Background: an optimization exercise with open tools, aiming at small area. Do not read the settings as production practice. Where RTL was checked, it was by simulation tests only, not by an equivalence proof against the original. Power and IR drop assume default switching activity. The clock port is modelled as an ideal driver; clocking choices that lean on that would not hold on a real chip.

==> flow/design.v <==
module rw_bus_codec #(
    parameter [7:0]   HDR0       = 8'h42,
    parameter [7:0]   HDR1       = 8'h12,
    parameter [7:0]   AL0        = 8'hE1,
    parameter [7:0]   AL1        = 8'hE5,
    parameter [7:0]   DL0        = 8'hE3,
    parameter [7:0]   DL1        = 8'hE7,
    parameter [7:0]   STB        = 8'hFB,
    parameter integer MAX_WRITES = 24
) (
    input  wire       clk,
    input  wire       rst,           
    input  wire       wr_valid,
    output wire       wr_ready,
    input  wire [8:0] wr_addr,
    input  wire [7:0] wr_value,
    input  wire       tick_valid,
    output wire       tick_ready,
    output wire       tx_valid,
    input  wire       tx_ready,
    output wire [7:0] tx_data
);
    localparam [1:0] S_IDLE  = 2'd0,
                     S_START = 2'd1,    
                     S_BODY  = 2'd2,    
                     S_END   = 2'd3;    
    reg [1:0] state;
    reg [24*17-1:0] ring;    
    reg [4:0]  phase;        
    reg [4:0]  nw;           
    reg        half;
    reg [1:0]  m3;
    reg [2:0]  bt;
    reg [6:0]  sr;
    reg        txv;
    wire idle  = (state == S_IDLE);
    wire start = (state == S_START);
    wire body  = (state == S_BODY);
    assign tick_ready = idle;
    assign wr_ready   = idle && (phase == nw);       
    wire do_write = wr_valid && wr_ready;
    wire do_tick  = tick_valid && tick_ready;
    wire tx_fire  = txv && tx_ready;
    assign tx_valid = txv;
    assign tx_data  = {sr, body};
    wire [2:0] bi  = 3'd7 - bt;
    wire       hdr = (m3 == 2'd3);
    wire       done = !hdr && (nw == 5'd0);
    wire       aligned = (phase == {2'b00, bt});
    wire [7:0] a_tap, v_tap;
    genvar k;
    generate
        for (k = 0; k < 8; k = k + 1) begin : gen_tap
            assign a_tap[k] = ring[17*((k + 23) % 24) + 15 - k];
            assign v_tap[k] = ring[17*((k + 23) % 24) + 7 - k];
        end
    endgenerate
    wire g_tap = ring[17*4 + 16];
    reg cbit;        
    reg cst;         
    reg sbit;        
    always @(*) begin
        cst  = 1'b1;
        cbit = 1'b0;
        sbit = g_tap;
        case ({half, m3})
            3'b0_00: begin cbit = AL0[bi]; cst = (bt != 3'd5); end
            3'b0_01: begin cst = 1'b0; sbit = a_tap[bt];       end
            3'b0_10: begin cbit = DL0[bi]; cst = (bt != 3'd5); end
            3'b1_00: begin cst = 1'b0; sbit = v_tap[bt];       end
            3'b1_01: cbit = STB[bi];
            3'b1_10: begin cst = 1'b0; sbit = v_tap[bt];       end
            3'b0_11: cbit = HDR0[bi];
            default: cbit = HDR1[bi];
        endcase
    end
    wire sb = cst ? cbit : sbit;
    wire avail = !done && (cst || aligned);
    wire shift = body && !txv && (avail || done);
    wire fire_take = tx_fire && (start || body) && avail;
    wire adv   = (shift && !done) || fire_take;
    wire nbit  = !done && sb;
    wire last  = adv && half && (m3 == 2'd2) && (bt == 3'd7);
    always @(posedge clk) begin
        ring <= {ring[23*17-1:0], do_write ? {wr_addr, wr_value} : ring[23*17 +: 17]};
        if (!last)
            phase <= (phase[4] & phase[2] & phase[1] & phase[0]) ? 5'd0 : phase + 5'd1;
    end
    always @(posedge clk) begin
        if (do_tick)
            sr <= 7'd0;
        else if (tx_fire)
            sr <= adv ? {6'd1, nbit} : 7'd1;
        else if (shift)
            sr <= {sr[5:0], nbit};
        if (do_tick) begin
            half <= 1'b0;
            m3   <= 2'd3;
            bt   <= 3'd0;
        end else if (adv) begin
            bt <= bt + 3'd1;
            if (bt == 3'd7) begin
                if (m3[1]) begin
                    half <= !half;
                    m3   <= (m3[0] && !half) ? 2'd3 : 2'd0;
                end else begin
                    m3   <= m3 + 2'd1;
                end
            end
        end
        if (rst) begin
            state <= S_IDLE;
            txv   <= 1'b0;
            nw    <= 5'd0;
        end else begin
            if (do_write)
                nw <= nw + 5'd1;
            if (last)
                nw <= nw - 5'd1;
            if (shift)
                txv <= sr[6];
            case (state)
                S_IDLE: if (do_tick) begin
                    state <= S_START;
                    txv   <= 1'b1;
                end
                S_START: if (tx_fire) begin
                    state <= S_BODY;
                    txv   <= 1'b0;
                end
                S_BODY: if (tx_fire) begin
                    if (done)
                        state <= S_END;
                    else
                        txv <= 1'b0;
                end
                default: if (tx_fire) begin
                    state <= S_IDLE;
                    txv   <= 1'b0;
                end
            endcase
        end
    end
endmodule
==> flow/config.mk <==
export PLATFORM = sky130hd
export DESIGN_NAME = rw_bus_codec
export DESIGN_NICKNAME = rw_bus_codec
export VERILOG_FILES = /design/flow/design.v
export SDC_FILE = /design/flow/constraint.sdc
export NUM_CORES = 4
export LEC_CHECK = 0
export CAP_MARGIN = 20
export CORE_MARGIN = 2
export CORE_UTILIZATION = 70
export PLACE_DENSITY = 0.8
export SLEW_MARGIN = 20
==> flow/constraint.sdc <==
create_clock -name core_clock -period 10.0 [get_ports {clk}]
set_input_delay 2.0000 -clock core_clock [delete_from_list [all_inputs] [get_ports {clk}]]
set_output_delay 2.0000 -clock core_clock [all_outputs]
set_load 0.01 [all_outputs]
standard.sh (not shown) runs the stock make flow with config.mk's settings and CLKGATE_MAP_FILE= SYNTH_SCRIPT=/design/flow/synth_recipe.tcl, a recipe that flattens the netlist after the stock synthesis.
==> flow/flow/run.sh <==
#!/bin/bash
# The standard layout (standard.sh) with these changes:
#  - synthesis: abc maps for area (flow/my_synth.tcl) and adders are left to
#    abc (no ADDER_MAP_FILE); registers are the same as the standard synthesis
#  - clock tree: clkbuf_16 only, larger sink clusters, no dummy loads
#  - port buffers: buf_1
# The full make output goes to standard.log; ORFS keeps each step's log.
set -e
export FLOW_WORK=$PWD
export CTS_ARGS="-sink_clustering_enable -repair_clock_nets -dont_use_dummy_load -sink_clustering_size 34 -sink_clustering_max_diameter 80 -buf_list sky130_fd_sc_hd__clkbuf_16"
export BUFFER_PORTS_ARGS="-buffer_cell sky130_fd_sc_hd__buf_1"
bash standard.sh SYNTH_SCRIPT=$PWD/flow/my_synth.tcl ADDER_MAP_FILE= finish > standard.log 2>&1
==> flow/flow/my_synth.tcl <==
# The standard flow's synthesis (synth_recipe.tcl: ORFS synthesis without fsm/share, then
# flatten and rename) with one change: abc maps for area with its default
# script instead of ORFS's delay-driven script.
proc abc {args} {
  set keep {}
  set skip 0
  foreach a $args {
    if {$skip} { set skip 0; continue }
    if {$a eq "-script" || $a eq "-D" || $a eq "-constr"} { set skip 1; continue }
    lappend keep $a
  }
  yosys abc {*}$keep
}
source $::env(FLOW_WORK)/synth_recipe.tcl
Rerun with:
--- a/flow/design.v
+++ b/flow/design.v
@@ -46,30 +46,32 @@
     wire [2:0] bi  = 3'd7 - bt;
     wire       hdr = (m3 == 2'd3);
     wire       done = !hdr && (nw == 5'd0);
-    wire       aligned = (phase == {2'b00, bt});
-    wire [7:0] a_tap, v_tap;
+    wire       aligned = (phase == {m3, bt});
+    wire [7:0] a_tap, v0_tap, v1_tap;
     genvar k;
     generate
-        for (k = 0; k < 8; k = k + 1) begin : gen_tap
-            assign a_tap[k] = ring[17*((k + 23) % 24) + 15 - k];
-            assign v_tap[k] = ring[17*((k + 23) % 24) + 7 - k];
+        for (k = 0; k < 8; k = k + 1) begin : g_tap
+            assign a_tap[k]  = ring[17*(7 + k) + 15 - k];
+            assign v0_tap[k] = ring[17*((k + 23) % 24) + 7 - k];
+            assign v1_tap[k] = ring[17*(15 + k) + 7 - k];
         end
     endgenerate
-    wire g_tap = ring[17*4 + 16];
+    wire g0_tap = ring[17*4 + 16];
+    wire g1_tap = ring[17*20 + 16];
     reg cbit;        
     reg cst;         
     reg sbit;        
     always @(*) begin
         cst  = 1'b1;
         cbit = 1'b0;
-        sbit = g_tap;
+        sbit = 1'b0;
         case ({half, m3})
-            3'b0_00: begin cbit = AL0[bi]; cst = (bt != 3'd5); end
-            3'b0_01: begin cst = 1'b0; sbit = a_tap[bt];       end
-            3'b0_10: begin cbit = DL0[bi]; cst = (bt != 3'd5); end
-            3'b1_00: begin cst = 1'b0; sbit = v_tap[bt];       end
+            3'b0_00: begin cbit = AL0[bi]; cst = (bt != 3'd5); sbit = g0_tap; end
+            3'b0_01: begin cst = 1'b0; sbit = a_tap[bt];                     end
+            3'b0_10: begin cbit = DL0[bi]; cst = (bt != 3'd5); sbit = g1_tap; end
+            3'b1_00: begin cst = 1'b0; sbit = v0_tap[bt];                    end
             3'b1_01: cbit = STB[bi];
-            3'b1_10: begin cst = 1'b0; sbit = v_tap[bt];       end
+            3'b1_10: begin cst = 1'b0; sbit = v1_tap[bt];                    end
             3'b0_11: cbit = HDR0[bi];
             default: cbit = HDR1[bi];
         endcase
After rerunning: Setup slack gets better by 180 ps. Core utilization is higher by 0.42 points. Synthesized cell count grows by 3.7%. Flip-flop and latch count stays the same. Via count went up by 0.43%. Total power hardly moves. Synthesized area rises by 1.0%. Sequential power is about the same. Non-clock buffer count stays the same. Final area goes up by 0.93%. Fmax is higher by 4.2%. Routed wire length went down by 3.0%.
Only the layout flow was run in the second run of this note; the RTL was not checked for function there.

afterwards: timing with drivers on the ports:
How much do the figures lean on ideal ports? The routed layouts below were timed once more, with nothing changed but the port constraints. Step 1: set_driving_cell puts a clkbuf_16 on clk and a buf_2 on each other input, an assumption about the parent block. Step 2 also shifts input and output timing later by t, the mid clock arrival at the registers, as if the neighbouring blocks saw the same clock. Three values: ideal, step 1, step 2; two values: the first two.
| run | shift t [ns] | slack for setup (ns) | worst setup path at the end | clock arrival spread, ns |
|---|---|---|---|---|
| the first run | 0.522 | 5.421 / 5.383 / 5.447 | input to register | 0.033 / 0.033 |
| the second run | 0.526 | 5.606 / 5.625 / 5.099 | input to register | 0.044 / 0.044 |
After both steps setup and hold are still met in every run listed. The setup slack of the second run, which loses most, moves by +0.019 ns with the drivers and by -0.507 ns with both steps.
